Source: an optimization exercise on an open RTL-to-GDS flow (aim: small area, a short achievable clock period and few clock cycles). Production flows keep margins and buffers that such runs may drop. In this exercise RTL edits were held to simulation tests only and were not proved equivalent to the original. Power figures rest on the tool's default switching activity, not on a simulated workload.

==> flow/design.v <==
module bbt_feistel (
    input  wire         clk,
    input  wire         rst,
    input  wire         cmd_valid,
    output wire         cmd_ready,
    input  wire [2:0]   cmd_op,
    input  wire [31:0]  cmd_arg,
    input  wire [31:0]  cmd_a,
    input  wire [31:0]  cmd_b,
    input  wire [127:0] cmd_fkey,
    output reg          done,
    output reg          err,
    output wire [31:0]  out_a,
    output wire [31:0]  out_b,
    output reg          emit,
    output reg  [12:0]  kr_raddr,
    input  wire [31:0]  kr_rdata,
    output reg          kr_we,
    output wire [12:0]  kr_waddr,
    output reg  [31:0]  kr_wdata
);
    localparam OP_KEY_COPY   = 3'd0;
    localparam OP_KEY_XOR    = 3'd1;
    localparam OP_DESCRAMBLE = 3'd2;
    localparam OP_BLOCK_ENC  = 3'd3;
    localparam OP_BLOCK_DEC  = 3'd4;
    localparam OP_SFUNC      = 3'd5;
    localparam OP_STREAM_BEG = 3'd6;
    localparam OP_STREAM_PR  = 3'd7;
    reg         s_wait;          
    reg         s_acc;           
    reg         s_chk;           
    reg         s_rnd;           
    reg         s_fin;           
    reg         s_pro1;          
    reg         s_xor;           
    reg [2:0]   op;
    reg         copied, ready, active;
    reg [9:0]   k1h;             
    reg [10:0]  k2h;             
    reg [28:0]  pairs_left;
    reg [1:0]   pidx;
    reg [2:0]   cyc;             
    reg [3:0]   r;               
    reg [11:0]  cnt;             
    reg         in_k2;           
    reg [31:0]  x, y, acc, w;
    assign cmd_ready = s_acc;
    assign out_a = y;
    assign out_b = x;
    wire fwd  = (op == OP_DESCRAMBLE) || (op == OP_BLOCK_ENC);
    wire desc = (op == OP_DESCRAMBLE);
    wire sf   = (op == OP_SFUNC);
    wire kx   = (op == OP_KEY_XOR);
    wire [31:0] sum  = acc + kr_rdata;
    wire [31:0] xnew = y ^ sum;
    wire [31:0] yrd  = y ^ kr_rdata;
    function [12:0] tab(input [1:0] t, input [7:0] v);
        tab = {1'b1, 2'b00, t, v};
    endfunction
    function [12:0] key(input f, input [4:0] n);
        key = {8'd0, f ? n : 5'd17 - n};
    endfunction
    wire len_ok = !x[0] && x[15:0] >= 16'd18 && x[15:0] <= 16'd1024 &&
                  !x[16] && x[31:16] >= 16'd1024 && x[31:16] <= 16'd4096;
    wire cmd_bad = (op == OP_KEY_COPY)   ? !len_ok :
                   (op == OP_STREAM_BEG) ? (!ready || x[2:0] != 3'd0) :
                   (op == OP_STREAM_PR)  ? !active : !copied;
    wire chk_end = cmd_bad || (op == OP_KEY_COPY) || (op == OP_STREAM_BEG);
    wire first_k1  = !in_k2 && (cnt == 12'd0);      
    wire k1_end    = !in_k2 && (cnt[11:1] == {1'b0, k1h});
    wire desc_end  = in_k2 && (cnt[11:1] == k2h);
    wire c4        = s_rnd && (cyc == 3'd4);
    wire rnd_last  = c4 && (sf || r == 4'd15);
    wire swap      = c4 || s_chk || (s_pro1 && !desc_end);
    wire [11:0] cnt1     = cnt + 12'd1;
    wire        xor_last = (cnt[10:0] == {k1h, 1'b1});
    assign kr_waddr = {in_k2, cnt[11:1], cnt[0] | s_fin};
    always @(posedge clk) begin
        if (rst) begin
            s_wait <= 1'b1;
            s_acc  <= 1'b0;
            s_chk  <= 1'b0;
            s_rnd  <= 1'b0;
            s_fin  <= 1'b0;
            s_pro1 <= 1'b0;
            s_xor  <= 1'b0;
            copied <= 1'b0;
            ready  <= 1'b0;
            active <= 1'b0;
            done   <= 1'b0;
            kr_we  <= 1'b0;
        end else begin
            done  <= 1'b0;
            kr_we <= 1'b0;
            if (s_wait && cmd_valid) begin
                s_wait <= 1'b0;
                s_acc  <= 1'b1;
            end
            if (s_acc) begin
                s_acc <= 1'b0;
                if (sf && copied) begin
                    s_rnd <= 1'b1;
                end else if (kx && copied) begin
                    ready  <= 1'b0;
                    active <= 1'b0;
                    s_xor  <= 1'b1;
                end else begin
                    s_chk <= 1'b1;
                end
            end
            if (s_chk) begin
                s_chk <= 1'b0;
                if (chk_end) begin
                    done   <= 1'b1;
                    s_wait <= 1'b1;
                end else begin
                    s_rnd <= 1'b1;
                end
                if (!cmd_bad) begin
                    case (op)
                    OP_KEY_COPY: begin
                        copied <= 1'b1;
                        ready  <= 1'b0;
                        active <= 1'b0;
                    end
                    OP_DESCRAMBLE: active <= 1'b0;
                    OP_STREAM_BEG: active <= (x[31:3] != 29'd0);
                    default: ;
                    endcase
                end
            end
            if (rnd_last) begin
                s_rnd <= 1'b0;
                s_fin <= 1'b1;
                kr_we <= desc;
            end
            if (s_fin) begin
                s_fin <= 1'b0;
                if (desc) begin
                    s_pro1 <= 1'b1;
                    kr_we  <= 1'b1;
                end else begin
                    done   <= 1'b1;
                    s_wait <= 1'b1;
                    if (op == OP_STREAM_PR) active <= (pairs_left != 29'd1);
                end
            end
            if (s_pro1) begin
                s_pro1 <= 1'b0;
                if (desc_end) begin
                    ready  <= 1'b1;
                    done   <= 1'b1;
                    s_wait <= 1'b1;
                end else begin
                    s_rnd <= 1'b1;
                end
            end
            if (s_xor) begin
                if (xor_last) begin
                    done   <= 1'b1;
                    s_xor  <= 1'b0;
                    s_wait <= 1'b1;
                end else begin
                    kr_we <= !cnt1[11];
                end
            end
        end
    end
    always @(posedge clk) begin
        w <= s_acc ? cmd_fkey[95:64] : y;
        if (s_wait) op <= cmd_op;
        if (s_acc)
            x <= kx ? cmd_fkey[31:0] :
                 (sf || op == OP_KEY_COPY || op == OP_STREAM_BEG) ? cmd_arg :
                 desc ? 32'd0 : cmd_b;
        else if (swap)
            x <= (s_pro1 && first_k1) ? 32'd0 : xnew;    
        else if (s_xor)
            x <= acc;
        if (s_acc)
            y <= kx ? cmd_fkey[127:96] : (sf || desc) ? 32'd0 : cmd_a;
        else if (s_rnd && cyc == 3'd0)
            y <= sf ? 32'd0 : yrd;
        else if (s_fin)
            y <= sf ? x : yrd;
        else if (swap || s_xor)
            y <= x;
        if (s_acc && kx)
            acc <= cmd_fkey[63:32];
        else if (s_rnd && (cyc == 3'd1 || cyc == 3'd2))
            acc <= acc ^ kr_rdata;
        else if (s_rnd && cyc == 3'd3)
            acc <= sum;
        else if (s_xor)
            acc <= w;
        else
            acc <= 32'd0;
        kr_wdata <= (s_fin || s_xor) ? yrd : xnew;
        if (s_wait)
            kr_raddr <= key(cmd_op == OP_DESCRAMBLE || cmd_op == OP_BLOCK_ENC, 5'd0);
        else if (s_acc)
            kr_raddr <= kx ? 13'd0 : sf ? tab(2'd2, cmd_arg[15:8]) : key(fwd, 5'd1);
        else if (swap && !(c4 && r == 4'd15))
            kr_raddr <= tab(2'd2, (s_pro1 && first_k1) ? 8'd0 : xnew[15:8]);
        else if (c4)
            kr_raddr <= key(fwd, 5'd0);
        else if (s_rnd) begin
            case (cyc)
            3'd0: kr_raddr <= tab(2'd1, x[23:16]);
            3'd1: kr_raddr <= tab(2'd3, x[7:0]);
            3'd2: kr_raddr <= tab(2'd0, x[31:24]);
            default: kr_raddr <= key(fwd, {1'b0, r} + 5'd2);
            endcase
        end else if (s_fin)
            kr_raddr <= key(fwd, 5'd1);
        else if (s_xor)
            kr_raddr <= {3'd0, cnt[9:0] + 10'd3};
        if (!s_rnd) begin
            cyc <= 3'd0;
            r   <= 4'd0;
        end else begin
            cyc <= (cyc == 3'd4) ? 3'd0 : cyc + 3'd1;
            if (cyc == 3'd4) r <= r + 4'd1;
        end
        if (s_acc) begin
            cnt   <= kx ? 12'hffe : 12'd0;
            in_k2 <= 1'b0;
        end else if (s_xor) begin
            cnt <= cnt1;
        end else if (s_pro1) begin
            if (k1_end) begin
                in_k2 <= 1'b1;
                cnt   <= 12'd0;
            end else begin
                cnt <= cnt + 12'd2;
            end
        end
        if (s_acc)
            err <= 1'b0;
        if (s_chk) begin
            err <= cmd_bad;
            if (op == OP_KEY_COPY && !cmd_bad) begin
                k1h <= x[10:1] - 10'd1;
                k2h <= x[27:17] - 11'd1;
            end
            if (op == OP_STREAM_BEG && !cmd_bad) begin
                pairs_left <= x[31:3];
                pidx       <= 2'd0;
            end
        end
        if (s_fin && op == OP_STREAM_PR) begin
            emit       <= pidx[1];
            pidx       <= pidx[1] ? pidx : pidx + 2'd1;
            pairs_left <= pairs_left - 29'd1;
        end
    end
endmodule
Settings: LEC_CHECK=0, CAP_MARGIN=0, CORE_MARGIN=2, CORE_UTILIZATION=60, CTS_BUF_LIST=sky130_fd_sc_hd__clkbuf_8, CTS_CLUSTER_DIAMETER=80, CTS_CLUSTER_SIZE=14, PLACE_DENSITY=0.7, SETUP_SLACK_MARGIN=4.4, SLEW_MARGIN=0; clock period 8.0 ns.
standard.sh (not shown) runs the stock make flow with config.mk's settings and CLKGATE_MAP_FILE= SYNTH_SCRIPT=/design/flow/synth_recipe.tcl, a recipe that flattens the netlist after the stock synthesis.
==> flow/flow/run.sh <==
#!/bin/bash
# Standard ORFS layout, with the port buffers made of the smallest buffer
# cell instead of the one buffer_ports picks by default.
set -euo pipefail
export BUFFER_PORTS_ARGS="-buffer_cell sky130_fd_sc_hd__buf_1"
bash standard.sh > standard.log 2>&1
Testbench counts at the start, summed over its fixed seeds: cycles 420,510.
Edit:
==> flow/config.mk (replaced) <==
export PLATFORM = sky130hd
export DESIGN_NAME = bbt_feistel
export DESIGN_NICKNAME = bbt_feistel
export VERILOG_FILES = /design/flow/design.v
export SDC_FILE = /design/flow/constraint.sdc
export NUM_CORES = 4
export LEC_CHECK = 0
export CAP_MARGIN = 20
export CORE_MARGIN = 2
export CORE_UTILIZATION = 40
export SETUP_SLACK_MARGIN = 4
export SLEW_MARGIN = 20
Clock power grows by well over a third; total power grows by about a fifth; critical path depth stays the same; wire length grows by roughly a tenth; via count shrinks slightly.
Edit:
==> flow/flow/run.sh (replaced) <==
#!/bin/bash
# Standard ORFS layout (the standard.sh) with two changes: the port
# buffers are the smallest buffer cell instead of the one buffer_ports picks
# by default, and the buffers ABC put in the netlist are removed at the
# floorplan (ORFS's REMOVE_ABC_BUFFERS), so the later repair steps buffer
# only where the placed design needs it.
set -euo pipefail
export BUFFER_PORTS_ARGS="-buffer_cell sky130_fd_sc_hd__buf_1"
export REMOVE_ABC_BUFFERS=1
bash standard.sh > standard.log 2>&1
--- a/flow/config.mk
+++ b/flow/config.mk
@@ -7,6 +7,10 @@
 export LEC_CHECK = 0
-export CAP_MARGIN = 20
+export CAP_MARGIN = 10
 export CORE_MARGIN = 2
-export CORE_UTILIZATION = 40
-export SETUP_SLACK_MARGIN = 4
-export SLEW_MARGIN = 20
+export CORE_UTILIZATION = 60
+export CTS_BUF_LIST = sky130_fd_sc_hd__clkbuf_8
+export CTS_CLUSTER_DIAMETER = 80
+export CTS_CLUSTER_SIZE = 14
+export PLACE_DENSITY = 0.7
+export SETUP_SLACK_MARGIN = 4.4
+export SLEW_MARGIN = 10
After rerunning: Clock skew went up by 0.030 ns. Final cell count drops by 7.0%. Final area came out lower by 2.3%. Wire length shrinks by 8.1%. Combinational power rose by 4.4%. Die area is lower by 33%.
Edit:
==> flow/flow/run.sh (replaced) <==
#!/bin/bash
# Standard ORFS layout, with the port buffers made of the smallest buffer
# cell instead of the one buffer_ports picks by default.
set -euo pipefail
export BUFFER_PORTS_ARGS="-buffer_cell sky130_fd_sc_hd__buf_1"
bash standard.sh > standard.log 2>&1
--- a/flow/config.mk
+++ b/flow/config.mk
@@ -9,3 +9,3 @@
 export CORE_MARGIN = 2
-export CORE_UTILIZATION = 60
+export CORE_UTILIZATION = 70
 export CTS_BUF_LIST = sky130_fd_sc_hd__clkbuf_8
@@ -13,3 +13,3 @@
 export CTS_CLUSTER_SIZE = 14
-export PLACE_DENSITY = 0.7
+export PLACE_DENSITY = 0.8
 export SETUP_SLACK_MARGIN = 4.4
Outcome: The changed run produced a clean layout; utilization grows by 12 points; total power grows slightly; final area shrinks slightly; global-route usage grows by 5.0 points.

* * *

RTL: the design.v shown in full above, as it stands there.
Settings: LEC_CHECK=0, CAP_MARGIN=10, CORE_MARGIN=2, CORE_UTILIZATION=60, CTS_BUF_LIST=sky130_fd_sc_hd__clkbuf_8, CTS_CLUSTER_DIAMETER=80, CTS_CLUSTER_SIZE=14, GPL_ROUTABILITY_DRIVEN=0, PLACE_DENSITY=0.7, SETUP_SLACK_MARGIN=4.4, SLEW_MARGIN=10; clock period 8.0 ns.
==> flow/flow/run.sh <==
#!/bin/bash
# Standard ORFS layout, with the port buffers made of the smallest buffer
# cell instead of the one buffer_ports picks by default.
set -euo pipefail
export BUFFER_PORTS_ARGS="-buffer_cell sky130_fd_sc_hd__buf_1"
bash standard.sh > standard.log 2>&1
Testbench counts at the start, summed over its fixed seeds: cycles 420,510.
==> next run, changes <==
Settings changed: GPL_ROUTABILITY_DRIVEN 0 to default, SETUP_SLACK_MARGIN 4.4 to 4.3.
The changed run ran to the end with no violations. Flip-flop and latch count is unchanged. Global-route usage rises by 0.78 points. Cell area hardly moves. Core utilization increases by 0.16 points. Via count grows by about 1.1%. Wire length is higher by about 1.5%. Clock-buffer cell count stays the same.

* * *

job 683:
Starts from the design.v that is shown in full above.
clock: 8.0 ns
lec_check: 0
cap_margin: 20
core_margin: 2
core_utilization: 60
cts_buf_list: sky130_fd_sc_hd__clkbuf_8
place_density: 0.7
setup_slack_margin: 4
slew_margin: 20
Scripts as last shown in full above: flow/flow/run.sh
Per the final summary, job 683 finished and its layout is clean on timing, DRC and antenna.
Testbench counts of job 683, summed over its fixed seeds: cycles 420,510.
Setup changes, job 683 to job 1068
Settings: putting CTS_CLUSTER_DIAMETER at 80 where nothing was set; putting CTS_CLUSTER_SIZE at 14 where nothing was set.
## What came out
The final layout from job 1068, which completed every stage, passed the timing, DRC and antenna checks at the end of the flow. Cmp job 683 and job 1068 / number of diodes added for antenna fixing / higher: job 1068. Reported for job 683 and job 1068, final setup violation count turned out identical to the last digit. Compared with job 683, in job 1068 fraction of area in non-clock buffers now larger, cell count after synthesis neither gained nor lost much, sequential share of layout area climbed 0.95 points, global-route usage lost 0.53 points. Register-to-register setup slack, job 683 and job 1068: lower on job 1068.
For job 4447, these inputs were changed with respect to job 1068:
Settings: PLACE_DENSITY: 0.7 -> 0.8; CAP_MARGIN: 20 -> 10; SLEW_MARGIN: 20 -> 10; SETUP_SLACK_MARGIN: 4 -> 4.4.
Results
- Number of well taps: job 1068 vs job 4447 identical
- Adder-cell share of the synthesized area came out exactly the same in job 4447 and job 1068.
- Global routing usage on met2 sits higher in job 4447 than in job 1068.
- Job 1068 consumes more power than job 4447.
- Summary of job 4447 over job 1068: worst setup slack rose by 0.27 ns; fraction of standard cell area that is sequential fell by 0.72 points; number of antenna diodes fell by 2.
- Higher fraction of the core area covered by cells at the end of the flow was reported by job 4447, not job 1068.
- Re internal power component: job 1068 was higher than job 4447.
- Job 1068 → job 4447: area growth from synthesis to layout higher, xor-xnor portion of the synthesized cell area roughly the same.
#### Input delta (job 9854 over job 4447)
Settings: SETUP_SLACK_MARGIN: 4.4 -> 4; CTS_CLUSTER_SIZE: 14 -> unset; SLEW_MARGIN: 10 -> 5; CTS_BUF_LIST: sky130_fd_sc_hd__clkbuf_8 -> sky130_fd_sc_hd__clkbuf_4 sky130_fd_sc_hd__clkbuf_8; CTS_CLUSTER_DIAMETER: 80 -> unset; CAP_MARGIN: 10 -> 5; CORE_UTILIZATION: 60 -> 70.
Notes after the runs:
- Routed wire length, job 9854 vs job 4447: up slightly
- Job 9854 vs job 4447: aggregate global-route resource usage up in job 9854
- On job 9854: data required time at the worst endpoint is 0.04 ns lower than what job 4447 gave.
- Cells: job 9854 has fewer instances than job 4447
- Comparing job 4447 and job 9854, the higher placeable core region was measured on job 4447.
- Utilization (job 9854 over job 4447): increase, 13 points
- Comparing job 4447 and job 9854, the higher share of the final layout cell area in multi-input gates is on job 4447.
- Re worst slew margin relative to its limit: job 4447 and job 9854 aren't equal, and the higher value belongs to job 4447.
- NOTE: overall die area in job 9854 falls short of that of job 4447
--- input diff job 9854..job 8587 ---
Settings: CAP_MARGIN now 10, was 5; CORE_UTILIZATION now 60, was 70; SETUP_SLACK_MARGIN now 4.6, was 4; PLACE_DENSITY now 0.7, was 0.8; CTS_BUF_LIST now sky130_fd_sc_hd__clkbuf_8, was sky130_fd_sc_hd__clkbuf_4 sky130_fd_sc_hd__clkbuf_8; CTS_CLUSTER_SIZE now 14, previously not set; CTS_CLUSTER_DIAMETER now 80, previously not set; SLEW_MARGIN now 10, was 5.
The higher largest stage delay on the critical path of job 8587 and job 9854 is in job 9854.
Job 8587 ended up with a higher part of the power in combinational logic than job 9854 did.
Setup slack in job 8587 is larger than in job 9854.
[job 8587] slew of the pin with the lowest slew margin fell 0.088 ns relative to job 9854
As far as instance count on the critical path goes, job 9854 and job 8587 are indistinguishable; the numbers are identical.
Diff job 9854 -> job 8587 | part of the cycle the worst path needs | decrease of 5.3 points
~same routed length on met2 in job 8587 and job 9854
Of job 8587 and job 9854, the run reporting the lower worst endpoint data arrival time was job 8587.

## port drivers added, routing unchanged
The flow's constraints put no driver on any port. The routed layouts listed below were extracted and timed again, unchanged, in two steps. Step 1: set_driving_cell puts a clkbuf_16 on clk and a buf_2 on each other input, an assumption about the parent block. Step 2 adds t to the input delays and takes it off the output delays; t is the mean of the earliest and latest rising clock arrival at the registers after step 1. Input paths then give back, and output paths get back, about the clock's delay inside the block. Slacks: ideal ports / drivers / drivers and shift; pairs: ideal ports / drivers.
| run | shift t [ns] | slack for setup (ns) | clock arrival spread, ns | worst data-port slew with drivers (ns) |
|---|---|---|---|---|
| the first run of note 1 | 0.625 | 4.417 / 4.444 / 3.819 | 0.030 / 0.029 | 0.08 |
| the second run of note 1 | 0.627 | 4.048 / 4.076 / 3.449 | 0.021 / 0.021 | 0.09 |
| the third run of note 1 | 0.645 | 4.439 / 4.440 / 3.808 | 0.051 / 0.051 | 0.09 |
| the fourth run of note 1 | 0.602 | 4.186 / 4.181 / 3.579 | 0.024 / 0.024 | 0.07 |
| the first run of note 2 | 0.625 | 4.403 / 4.398 / 3.773 | 0.045 / 0.045 | 0.07 |
| the second run of note 2 | 0.620 | 4.256 / 4.263 / 3.643 | 0.024 / 0.024 | 0.08 |
| job 683 | 0.603 | 4.102 / 4.116 / 3.512 | 0.023 / 0.023 | 0.08 |
| job 1068 | 0.621 | 4.138 / 4.154 / 3.533 | 0.045 / 0.046 | 0.08 |
| job 4447 | 0.621 | 4.412 / 4.435 / 3.814 | 0.024 / 0.024 | 0.07 |
| job 9854 | 0.607 | 4.008 / 4.025 / 3.418 | 0.026 / 0.026 | 0.10 |
| job 8587 | 0.643 | 4.430 / 4.437 / 3.794 | 0.033 / 0.032 | 0.11 |
After both steps setup and hold are still met in every run listed. For job 8587, which loses most, drivers alone change the setup slack by +0.007 ns; drivers and shift together by -0.636 ns.
